This design comes from an exercise in tuning for a short achievable clock period and few clock cycles per item on the open sky130 flow, not from production work. Function was checked by simulation only, so behaviour that the tests miss may differ from the original. No activity file was given, so power comes from the tool's default toggle rates.

==> inputs of v5 <==
// mrct_decoder
module mrct_decoder (
    input  wire        clk,
    input  wire        rst,
    input  wire        start,
    input  wire        kind,         
    input  wire [11:0] width,
    input  wire [11:0] height,
    input  wire [23:0] src_len,
    input  wire [23:0] dst_cap,
    output wire        src_re,
    output wire [23:0] src_addr,
    input  wire [7:0]  src_rdata,
    output wire        dst_re,
    output wire [23:0] dst_raddr,
    input  wire [7:0]  dst_rdata,
    output wire        dst_we,
    output wire [23:0] dst_waddr,
    output wire [7:0]  dst_wdata,
    output wire        busy,
    output reg         done,
    output reg         error,
    output reg  [3:0]  err_code,
    output reg  [23:0] src_pos,
    output reg  [23:0] dst_pos,
    output reg  [23:0] err_pos
);
    localparam [3:0] ERR_TRUNCATED   = 4'd1,
                     ERR_SRC_SHORT   = 4'd2,
                     ERR_PIXEL_OOB   = 4'd3,
                     ERR_SHIFT_PARAM = 4'd4,
                     ERR_CONFIG      = 4'd5;
    localparam P_IDLE  = 0,
               P_CFG0  = 1,
               P_MUL   = 2,
               P_CHK   = 3,
               P_FETCH = 4,
               P_W1    = 5,
               P_W2    = 6,
               P_C1    = 7,
               P_E1    = 8,
               P_E2    = 9,
               P_E3    = 10,
               P_E4    = 11,
               P_C2    = 12,
               P_UPD   = 13,
               P_END   = 14;
    localparam NPS = 15;
    localparam [1:0] SEL_SRC = 2'd0,    
  ...
==> flow/config.mk <==
export PLATFORM = sky130hd
export DESIGN_NAME = mrct_decoder
export DESIGN_NICKNAME = mrct_decoder
export VERILOG_FILES = /design/flow/design.v
export SDC_FILE = /design/flow/constraint.sdc
export NUM_CORES = 4
export LEC_CHECK = 0
export CAP_MARGIN = 20
export CORE_MARGIN = 2
export CORE_UTILIZATION = 40
export SLEW_MARGIN = 20
==> flow/constraint.sdc <==
create_clock -name core_clock -period 11.0 [get_ports {clk}]
set_input_delay 2.2000 -clock core_clock [delete_from_list [all_inputs] [get_ports {clk}]]
set_output_delay 2.2000 -clock core_clock [all_outputs]
set_load 0.01 [all_outputs]
standard.sh (not shown) runs the stock make flow with config.mk's settings and CLKGATE_MAP_FILE= SYNTH_SCRIPT=/design/flow/synth_recipe.tcl, a recipe that flattens the netlist after the stock synthesis.
==> flow/flow/run.sh <==
#!/bin/bash
set -euo pipefail
MARGIN=${MARGIN:-8.0}
bash standard.sh synth > synth.log 2>&1
bash standard.sh SETUP_SLACK_MARGIN=$MARGIN finish > layout.log 2>&1
==> v2: changes against v5 <==
--- a/flow/design.v
+++ b/flow/design.v
@@ -123,16 +123,17 @@
     reg            idle_r;          
     assign busy = busy_r;
     reg         pal;
     reg  [23:0] jdc;
     reg  [11:0] mul_m;          
     reg  [13:0] tw1;            
     reg  [15:0] tw3;            
     reg  [2:0]  mcnt;
+    reg  [15:0] mul_d;          
     reg         wz;             
     reg  [23:0] pp;             
     reg  [23:0] sleft;          
     reg         sl_nz;          
     reg  [25:0] rem_p;          
     reg         rem_zero;
     reg  [23:0] dpos;           
     reg  [7:0]  cmd_r;
@@ -143,19 +144,18 @@
     reg  [17:0] c_nb;           
     reg         c_lit;
     reg  [15:0] c_rw;           
     reg  [24:0] c_u;            
     reg  [5:0]  c_dcol;         
     reg         e_oob, e_short, e_shift;
     reg  [25:0] nx_rem;
     reg  [23:0] nx_dpos, nx_pp, nx_sleft;
-    reg         nx_slnz;
     reg         h_valid;
-    reg         h_lit, h_final, h_one, h_two;
+    reg         h_lit, h_final, h_one;
     reg  [1:0]  h_mode;
     reg  [17:0] h_nb;
     reg  [23:0] h_rptr;         
     reg  [23:0] h_lstart;       
     reg         be_has, be_lit, be_fin, be_last;
     reg  [1:0]  be_mode;
     reg  [17:0] be_cnt;         
     reg  [23:0] lp;             
@@ -165,17 +165,16 @@
     reg         r_valid, r_end;       
     reg  [1:0]  r_sel;
     reg         src_re_r;
     reg  [23:0] src_addr_r;
     reg         dst_re_r;
     reg  [23:0] dst_raddr_r;
     reg         dst_we_r;
     reg  [23:0] dst_waddr_r;
-    reg  [23:0] wptr;           
     reg  [7:0]  wdata;          
     reg  [7:0]  h1, h2;         
     reg         w_end;
     assign src_re    = src_re_r;
     assign src_addr  = src_addr_r;
     assign dst_re    = dst_re_r;
     assign dst_raddr = dst_raddr_r;
     assign dst_we    = dst_we_r;
@@ -215,35 +214,33 @@
     wire        c1_ext   = ps[P_C1] && k_esc;
     wire        rd_ext0  = c1_ext && sl_nz;
     wire        rd_ext1  = ps[P_E1] && sl_nz;
     wire        p_rd     = rd_fetch || rd_ext0 || rd_ext1;
     wire [23:0] pp_p1    = pp + 24'd1;
     wire [23:0] sleft_m1 = sleft - 24'd1;
     wire        hv        = h_valid || (ps[P_UPD] && !u_err);     
     wire        be_go     = be_has && !(be_lit && p_rd);            
-    wire        take_next = be_go && be_last && hv;                 
-    wire        take_now  = !be_has && hv && !(h_lit && p_rd);      
-    wire        take      = take_next || take_now;
-    wire        issue_now = be_go || take_now;
-    wire        issue_lit = be_go ? be_lit : h_lit;
-    wire [1:0]  issue_mode = be_go ? be_mode : h_mode;
-    wire [23:0] lit_addr  = be_go ? lp : h_lstart;
-    wire [23:0] cpy_addr  = be_go ? rp : h_rptr;
-    wire        issue_fin = be_go ? (be_fin && be_last) : (take_now && h_final && h_one);
+    wire        take      = hv && (!be_has || (be_go && be_last));   
+    wire        issue_now = be_go;
+    wire        issue_lit = be_lit;
+    wire [1:0]  issue_mode = be_mode;
+    wire [23:0] lit_addr  = lp;
+    wire [23:0] cpy_addr  = rp;
+    wire        issue_fin = be_go && be_fin && be_last;
     wire [7:0]  w_new = (r_sel == SEL_SRC) ? src_rdata :
                         (r_sel == SEL_MEM) ? dst_rdata :
                         (r_sel == SEL_F1)  ? h1 : h2;
     wire        cfg_bad   = wz || (rem_p[25:24] != 2'b00) || ({2'b00, jdc} < rem_p);
     wire        cfg_trunc = pal ? !sl_nz : (sleft < 24'd3);
     wire        accept    = ps[P_IDLE] && start && idle_r;
     wire [15:0] mul_digit = (mul_m[11:10] == 2'd3) ? tw3 :
                             (mul_m[11:10] == 2'd2) ? {1'b0, tw1, 1'b0} :
                             (mul_m[11:10] == 2'd1) ? {2'b00, tw1} : 16'd0;
-    wire        mul_last  = (mcnt == 3'd5);
+    wire        mul_last  = (mcnt == 3'd6);
     wire        end_ok    = !be_has && !h_valid;
     wire        c2_go = ps[P_C2] && !h_valid;
     wire [NPS-1:0] ps_nx;
     assign ps_nx[P_IDLE]  = (ps[P_IDLE] && !accept) || (ps[P_END] && end_ok) || (ps[P_FETCH] && rem_zero);
     assign ps_nx[P_CFG0]  = accept;
     assign ps_nx[P_MUL]   = ps[P_CFG0] || (ps[P_MUL] && !mul_last);
     assign ps_nx[P_CHK]   = ps[P_MUL] && mul_last;
     assign ps_nx[P_FETCH] = ps[P_UPD] && !u_err;
@@ -268,17 +265,17 @@
             mul_m <= height;
             tw1   <= {2'b00, width};
             sleft <= src_len;
         end else if (p_rd) begin
             sleft <= sleft_m1;
             sl_nz <= (sleft != 24'd1);
         end else if (ps[P_UPD]) begin
             sleft <= nx_sleft;
-            sl_nz <= nx_slnz;
+            sl_nz <= (nx_sleft != 24'd0);
         end
         if (ps[P_CFG0])      pp <= 24'd0;
         else if (p_rd)       pp <= pp_p1;
         else if (ps[P_UPD])  pp <= nx_pp;
         if (ps[P_W2]) begin
             cmd_r  <= src_rdata;
             c_esc  <= a_esc;
             c_row  <= a_rc[8:6];
@@ -289,68 +286,65 @@
         if (ps[P_E2]) e0_r  <= src_rdata;
         if (ps[P_E3]) e1_r  <= src_rdata;
         if (ps[P_CFG0]) begin
             tw1   <= pal ? tw1 : (tw1 + {tw1[12:0], 1'b0});
             tw3   <= pal ? ({2'b00, tw1} + {1'b0, tw1, 1'b0}) : ({2'b00, tw1} + {tw1[12:0], 3'b000});
             wz    <= (tw1 == 14'd0) || (mul_m == 12'd0);
             sl_nz <= (sleft != 24'd0);
             rem_p <= 26'd0;
+            mul_d <= 16'd0;
             mcnt  <= 3'd0;
         end
         if (ps[P_MUL]) begin
-            rem_p <= {rem_p[23:0], 2'b00} + {10'd0, mul_digit};
+            rem_p <= {rem_p[23:0], 2'b00} + {10'd0, mul_d};
+            mul_d <= mul_digit;
             mul_m <= {mul_m[9:0], 2'b00};
             mcnt  <= mcnt + 3'd1;
         end
         if (ps[P_CHK]) begin
             c_lit <= 1'b1;
             c_nb  <= pal ? 18'd1 : 18'd3;
         end
         if (ps[P_C1]) begin
             c_lit  <= k_lit;
             c_nb   <= {8'd0, k_nb};
             c_rw   <= k_rw;
             c_u    <= {1'b0, dpos} + {{19{c_dcol[5]}}, c_dcol};
         end
         if (ps[P_E4])
             c_nb <= {7'd0, c_q0} + {2'b00, e1_r, 8'd0} + (pal ? 18'd0 : {1'b0, e1_r, 9'd0});
-        if (c2_go) begin
+        begin
             e_oob    <= t_rem[26];
             e_short  <= c_lit && t_sl[24];
             e_shift  <= !c_lit && (d_le0 || t_src[24]);
             nx_rem   <= t_rem[25:0];
             nx_dpos  <= dpos + {6'd0, c_nb};
             nx_pp    <= c_lit ? pp + {6'd0, c_nb} : pp;
             nx_sleft <= sl_new;
-            nx_slnz  <= (sl_new != 24'd0);
+        end
+        if (!h_valid) begin
             h_lit    <= c_lit;
             h_nb     <= c_nb;
             h_one    <= (c_nb == 18'd1);
-            h_two    <= (c_nb == 18'd2);
             h_final  <= ({8'd0, c_nb} == rem_p);
             h_mode   <= c_lit ? SEL_SRC : d_is1 ? SEL_F1 : d_is2 ? SEL_F2 : SEL_MEM;
             h_rptr   <= t_src[23:0];
             h_lstart <= pp;
         end
-        if (ps[P_UPD] && !u_err) begin
+        if (ps[P_UPD]) begin
             rem_p    <= nx_rem;
             rem_zero <= h_final;
-            dpos     <= nx_dpos;
+            if (!u_err) dpos <= nx_dpos;
         end
-        if (take_next) begin
+        if (take) begin
             be_cnt  <= h_nb;
             be_last <= h_one;
             lp      <= h_lstart;
             rp      <= h_rptr;
-        end else if (take_now) begin
-            be_cnt  <= h_nb - 18'd1;
-            be_last <= h_two;
-            lp      <= h_lstart + 24'd1;
-            rp      <= h_rptr + 24'd1;
         end else if (be_go) begin
             be_cnt  <= be_cnt - 18'd1;
             be_last <= (be_cnt == 18'd2);
             lp      <= lp + 24'd1;
             rp      <= rp + 24'd1;
         end
         if (take) begin
             be_lit  <= h_lit;
@@ -361,18 +355,17 @@
         dst_raddr_r <= cpy_addr;
         i_sel       <= issue_mode;
         r_sel       <= i_sel;
         wdata <= w_new;
         if (r_valid) begin
             h1 <= w_new;
             h2 <= h1;
         end
-        dst_waddr_r <= wptr;
-        wptr        <= ps[P_CFG0] ? 24'd0 : wptr + {23'd0, r_valid};
+        dst_waddr_r <= ps[P_CFG0] ? 24'd0 : dst_waddr_r + {23'd0, dst_we_r};
         if (rst) begin
             ps       <= {{(NPS-1){1'b0}}, 1'b1};
             busy_r   <= 1'b0;
             idle_r   <= 1'b1;
             done     <= 1'b0;
             error    <= 1'b0;
             err_code <= 4'd0;
             src_pos  <= 24'd0;
@@ -402,19 +395,18 @@
                 src_pos <= pp;
                 err_pos <= rem_zero ? 24'd0 : pp;
                 if (!rem_zero && !sl_nz) err_code <= ERR_TRUNCATED;
             end
             if ((c1_ext || ps[P_E1]) && !sl_nz) err_code <= ERR_TRUNCATED;
             if (ps[P_UPD] && u_err)
                 err_code <= e_oob ? ERR_PIXEL_OOB : e_short ? ERR_SRC_SHORT : ERR_SHIFT_PARAM;
             h_valid <= hv && !take;
-            if (take_next)     be_has <= 1'b1;
-            else if (take_now) be_has <= !h_one;
-            else if (be_go)    be_has <= !be_last;
+            if (take)       be_has <= 1'b1;
+            else if (be_go) be_has <= !be_last;
             i_valid  <= issue_now;
             i_end    <= (ps[P_END] && end_ok) || issue_fin;
             src_re_r <= p_rd || (issue_now && issue_lit);
             dst_re_r <= issue_now && !issue_lit && (issue_mode == SEL_MEM);
             r_valid  <= i_valid;
             r_end    <= i_end;
             dst_we_r <= r_valid;
             w_end    <= r_end;
Settings changed: CORE_UTILIZATION 40 to 65.
==> v10: changes against v5 <==
--- a/flow/design.v
+++ b/flow/design.v
@@ -123,16 +123,17 @@
     reg            idle_r;          
     assign busy = busy_r;
     reg         pal;
     reg  [23:0] jdc;
     reg  [11:0] mul_m;          
     reg  [13:0] tw1;            
     reg  [15:0] tw3;            
     reg  [2:0]  mcnt;
+    reg  [15:0] mul_d;          
     reg         wz;             
     reg  [23:0] pp;             
     reg  [23:0] sleft;          
     reg         sl_nz;          
     reg  [25:0] rem_p;          
     reg         rem_zero;
     reg  [23:0] dpos;           
     reg  [7:0]  cmd_r;
@@ -143,19 +144,18 @@
     reg  [17:0] c_nb;           
     reg         c_lit;
     reg  [15:0] c_rw;           
     reg  [24:0] c_u;            
     reg  [5:0]  c_dcol;         
     reg         e_oob, e_short, e_shift;
     reg  [25:0] nx_rem;
     reg  [23:0] nx_dpos, nx_pp, nx_sleft;
-    reg         nx_slnz;
     reg         h_valid;
-    reg         h_lit, h_final, h_one, h_two;
+    reg         h_lit, h_final, h_one;
     reg  [1:0]  h_mode;
     reg  [17:0] h_nb;
     reg  [23:0] h_rptr;         
     reg  [23:0] h_lstart;       
     reg         be_has, be_lit, be_fin, be_last;
     reg  [1:0]  be_mode;
     reg  [17:0] be_cnt;         
     reg  [23:0] lp;             
@@ -165,17 +165,16 @@
     reg         r_valid, r_end;       
     reg  [1:0]  r_sel;
     reg         src_re_r;
     reg  [23:0] src_addr_r;
     reg         dst_re_r;
     reg  [23:0] dst_raddr_r;
     reg         dst_we_r;
     reg  [23:0] dst_waddr_r;
-    reg  [23:0] wptr;           
     reg  [7:0]  wdata;          
     reg  [7:0]  h1, h2;         
     reg         w_end;
     assign src_re    = src_re_r;
     assign src_addr  = src_addr_r;
     assign dst_re    = dst_re_r;
     assign dst_raddr = dst_raddr_r;
     assign dst_we    = dst_we_r;
@@ -215,35 +214,33 @@
     wire        c1_ext   = ps[P_C1] && k_esc;
     wire        rd_ext0  = c1_ext && sl_nz;
     wire        rd_ext1  = ps[P_E1] && sl_nz;
     wire        p_rd     = rd_fetch || rd_ext0 || rd_ext1;
     wire [23:0] pp_p1    = pp + 24'd1;
     wire [23:0] sleft_m1 = sleft - 24'd1;
     wire        hv        = h_valid || (ps[P_UPD] && !u_err);     
     wire        be_go     = be_has && !(be_lit && p_rd);            
-    wire        take_next = be_go && be_last && hv;                 
-    wire        take_now  = !be_has && hv && !(h_lit && p_rd);      
-    wire        take      = take_next || take_now;
-    wire        issue_now = be_go || take_now;
-    wire        issue_lit = be_go ? be_lit : h_lit;
-    wire [1:0]  issue_mode = be_go ? be_mode : h_mode;
-    wire [23:0] lit_addr  = be_go ? lp : h_lstart;
-    wire [23:0] cpy_addr  = be_go ? rp : h_rptr;
-    wire        issue_fin = be_go ? (be_fin && be_last) : (take_now && h_final && h_one);
+    wire        take      = hv && (!be_has || (be_go && be_last));   
+    wire        issue_now = be_go;
+    wire        issue_lit = be_lit;
+    wire [1:0]  issue_mode = be_mode;
+    wire [23:0] lit_addr  = lp;
+    wire [23:0] cpy_addr  = rp;
+    wire        issue_fin = be_go && be_fin && be_last;
     wire [7:0]  w_new = (r_sel == SEL_SRC) ? src_rdata :
                         (r_sel == SEL_MEM) ? dst_rdata :
                         (r_sel == SEL_F1)  ? h1 : h2;
     wire        cfg_bad   = wz || (rem_p[25:24] != 2'b00) || ({2'b00, jdc} < rem_p);
     wire        cfg_trunc = pal ? !sl_nz : (sleft < 24'd3);
     wire        accept    = ps[P_IDLE] && start && idle_r;
     wire [15:0] mul_digit = (mul_m[11:10] == 2'd3) ? tw3 :
                             (mul_m[11:10] == 2'd2) ? {1'b0, tw1, 1'b0} :
                             (mul_m[11:10] == 2'd1) ? {2'b00, tw1} : 16'd0;
-    wire        mul_last  = (mcnt == 3'd5);
+    wire        mul_last  = (mcnt == 3'd6);
     wire        end_ok    = !be_has && !h_valid;
     wire        c2_go = ps[P_C2] && !h_valid;
     wire [NPS-1:0] ps_nx;
     assign ps_nx[P_IDLE]  = (ps[P_IDLE] && !accept) || (ps[P_END] && end_ok) || (ps[P_FETCH] && rem_zero);
     assign ps_nx[P_CFG0]  = accept;
     assign ps_nx[P_MUL]   = ps[P_CFG0] || (ps[P_MUL] && !mul_last);
     assign ps_nx[P_CHK]   = ps[P_MUL] && mul_last;
     assign ps_nx[P_FETCH] = ps[P_UPD] && !u_err;
@@ -268,17 +265,17 @@
             mul_m <= height;
             tw1   <= {2'b00, width};
             sleft <= src_len;
         end else if (p_rd) begin
             sleft <= sleft_m1;
             sl_nz <= (sleft != 24'd1);
         end else if (ps[P_UPD]) begin
             sleft <= nx_sleft;
-            sl_nz <= nx_slnz;
+            sl_nz <= (nx_sleft != 24'd0);
         end
         if (ps[P_CFG0])      pp <= 24'd0;
         else if (p_rd)       pp <= pp_p1;
         else if (ps[P_UPD])  pp <= nx_pp;
         if (ps[P_W2]) begin
             cmd_r  <= src_rdata;
             c_esc  <= a_esc;
             c_row  <= a_rc[8:6];
@@ -289,68 +286,65 @@
         if (ps[P_E2]) e0_r  <= src_rdata;
         if (ps[P_E3]) e1_r  <= src_rdata;
         if (ps[P_CFG0]) begin
             tw1   <= pal ? tw1 : (tw1 + {tw1[12:0], 1'b0});
             tw3   <= pal ? ({2'b00, tw1} + {1'b0, tw1, 1'b0}) : ({2'b00, tw1} + {tw1[12:0], 3'b000});
             wz    <= (tw1 == 14'd0) || (mul_m == 12'd0);
             sl_nz <= (sleft != 24'd0);
             rem_p <= 26'd0;
+            mul_d <= 16'd0;
             mcnt  <= 3'd0;
         end
         if (ps[P_MUL]) begin
-            rem_p <= {rem_p[23:0], 2'b00} + {10'd0, mul_digit};
+            rem_p <= {rem_p[23:0], 2'b00} + {10'd0, mul_d};
+            mul_d <= mul_digit;
             mul_m <= {mul_m[9:0], 2'b00};
             mcnt  <= mcnt + 3'd1;
         end
         if (ps[P_CHK]) begin
             c_lit <= 1'b1;
             c_nb  <= pal ? 18'd1 : 18'd3;
         end
         if (ps[P_C1]) begin
             c_lit  <= k_lit;
             c_nb   <= {8'd0, k_nb};
             c_rw   <= k_rw;
             c_u    <= {1'b0, dpos} + {{19{c_dcol[5]}}, c_dcol};
         end
         if (ps[P_E4])
             c_nb <= {7'd0, c_q0} + {2'b00, e1_r, 8'd0} + (pal ? 18'd0 : {1'b0, e1_r, 9'd0});
-        if (c2_go) begin
+        begin
             e_oob    <= t_rem[26];
             e_short  <= c_lit && t_sl[24];
             e_shift  <= !c_lit && (d_le0 || t_src[24]);
             nx_rem   <= t_rem[25:0];
             nx_dpos  <= dpos + {6'd0, c_nb};
             nx_pp    <= c_lit ? pp + {6'd0, c_nb} : pp;
             nx_sleft <= sl_new;
-            nx_slnz  <= (sl_new != 24'd0);
+        end
+        if (!h_valid) begin
             h_lit    <= c_lit;
             h_nb     <= c_nb;
             h_one    <= (c_nb == 18'd1);
-            h_two    <= (c_nb == 18'd2);
             h_final  <= ({8'd0, c_nb} == rem_p);
             h_mode   <= c_lit ? SEL_SRC : d_is1 ? SEL_F1 : d_is2 ? SEL_F2 : SEL_MEM;
             h_rptr   <= t_src[23:0];
             h_lstart <= pp;
         end
-        if (ps[P_UPD] && !u_err) begin
+        if (ps[P_UPD]) begin
             rem_p    <= nx_rem;
             rem_zero <= h_final;
-            dpos     <= nx_dpos;
+            if (!u_err) dpos <= nx_dpos;
         end
-        if (take_next) begin
+        if (take) begin
             be_cnt  <= h_nb;
             be_last <= h_one;
             lp      <= h_lstart;
             rp      <= h_rptr;
-        end else if (take_now) begin
-            be_cnt  <= h_nb - 18'd1;
-            be_last <= h_two;
-            lp      <= h_lstart + 24'd1;
-            rp      <= h_rptr + 24'd1;
         end else if (be_go) begin
             be_cnt  <= be_cnt - 18'd1;
             be_last <= (be_cnt == 18'd2);
             lp      <= lp + 24'd1;
             rp      <= rp + 24'd1;
         end
         if (take) begin
             be_lit  <= h_lit;
@@ -361,18 +355,17 @@
         dst_raddr_r <= cpy_addr;
         i_sel       <= issue_mode;
         r_sel       <= i_sel;
         wdata <= w_new;
         if (r_valid) begin
             h1 <= w_new;
             h2 <= h1;
         end
-        dst_waddr_r <= wptr;
-        wptr        <= ps[P_CFG0] ? 24'd0 : wptr + {23'd0, r_valid};
+        dst_waddr_r <= ps[P_CFG0] ? 24'd0 : dst_waddr_r + {23'd0, dst_we_r};
         if (rst) begin
             ps       <= {{(NPS-1){1'b0}}, 1'b1};
             busy_r   <= 1'b0;
             idle_r   <= 1'b1;
             done     <= 1'b0;
             error    <= 1'b0;
             err_code <= 4'd0;
             src_pos  <= 24'd0;
@@ -402,19 +395,18 @@
                 src_pos <= pp;
                 err_pos <= rem_zero ? 24'd0 : pp;
                 if (!rem_zero && !sl_nz) err_code <= ERR_TRUNCATED;
             end
             if ((c1_ext || ps[P_E1]) && !sl_nz) err_code <= ERR_TRUNCATED;
             if (ps[P_UPD] && u_err)
                 err_code <= e_oob ? ERR_PIXEL_OOB : e_short ? ERR_SRC_SHORT : ERR_SHIFT_PARAM;
             h_valid <= hv && !take;
-            if (take_next)     be_has <= 1'b1;
-            else if (take_now) be_has <= !h_one;
-            else if (be_go)    be_has <= !be_last;
+            if (take)       be_has <= 1'b1;
+            else if (be_go) be_has <= !be_last;
             i_valid  <= issue_now;
             i_end    <= (ps[P_END] && end_ok) || issue_fin;
             src_re_r <= p_rd || (issue_now && issue_lit);
             dst_re_r <= issue_now && !issue_lit && (issue_mode == SEL_MEM);
             r_valid  <= i_valid;
             r_end    <= i_end;
             dst_we_r <= r_valid;
             w_end    <= r_end;
Settings changed: CORE_UTILIZATION 40 to 55.
==> run summary <==
item                                                                                   v2                         v5                       v10
Synth-to-layout area growth                                                         21.8%                      30.8%                     21.2%
Antenna violations before repair                                                        5                          9                         4
Power in the clock group                                                          2720 µW                    2990 µW                   2710 µW
Critical path arrival                                                             1.11 ns                    4.35 ns                   1.13 ns
HPWL after detailed placement                                                    72900 µm                   85500 µm                  76100 µm
Area share of the leading cell type in the synthesized netlist                      31.0%                      34.8%                     31.0%
Met2 usage in global routing                                                        55.8%                      37.2%                     47.8%
Postcts setup bufs                                                                     83                        186                        91
Synthesized instance count                                                           3867                       4227                      3867
Effective utilization at floorplan                                                  65.6%                      40.5%                     55.4%
Total nets after synthesis                                                           4229                       4588                      4229
Pin count of the biggest net entering global routing                                   84                         80                        93
Sequential power                                                                  3160 µW                    3170 µW                   3160 µW
Highest metal used                                                                   met4                       met5                      met4
Destination of the worst hold path                                               r_sel[1]                   r_sel[1]           dst_raddr_r[23]
Count of flip-flops with a built-in enable after synthesis                            400                        487                       400
Clock latency reported for the late side of the worst-skew pair                   0.64 ns                    0.68 ns                   0.63 ns
Leading cell type by number of instances after synthesis         sky130_fd_sc_hd__nand2_1  sky130_fd_sc_hd__edfxtp_1  sky130_fd_sc_hd__nand2_1
Post-synthesis compound-gate area fraction                                          13.9%                      16.0%                     13.9%
Worst EP required                                                                 8.80 ns                   11.40 ns                   8.80 ns
Setup crit end kind                                                           output port                  flip-flop               output port
Status                                                                     finished clean             finished clean            finished clean
Length of routed met3 wiring                                                      9740 µm                   12800 µm                   7800 µm
Setup clock skew after layout                                                   0.0221 ns                  0.0385 ns                 0.0237 ns
Hold slack final                                                                 0.382 ns                   0.348 ns                  0.399 ns
FMAX                                                                              302 MHz                    253 MHz                   300 MHz
Testbench counts of v5, summed over its fixed seeds: cycles 378,159, bytes 374,011.
Testbench counts of v2, summed over its fixed seeds: cycles 378,511, bytes 374,011.
Testbench counts of v10, summed over its fixed seeds: cycles 378,511, bytes 374,011.

==> what the ideal ports hide <==
No port has a modelled driver above. Below, the same layouts with a new extraction and two added sets of constraints. Step 1 sets driving cells, clkbuf_16 on the clock port and buf_2 on the other inputs (assumed; they add their load-dependent delay and slew). Step 2 also shifts input and output timing later by t, the mid clock arrival at the registers, as if the neighbouring blocks saw the same clock. Three values: no drivers, after step 1, after step 2; two values: the first two.
run	shift t [ns]	setup WS [ns]	worst setup path after step 2	clock arrival spread, ns	pins driven straight from the clock port
v5	0.735	7.049 / 7.049 / 7.049	register to register	0.046 / 0.046	1
v2	0.696	7.685 / 7.618 / 7.349	input to register	0.022 / 0.023	1
v10	0.691	7.671 / 7.603 / 7.371	input to register	0.024 / 0.024	1
After both steps setup and hold are still met in every run listed. The setup slack of v2, which loses most, moves by -0.067 ns with the drivers and by -0.336 ns with both steps.
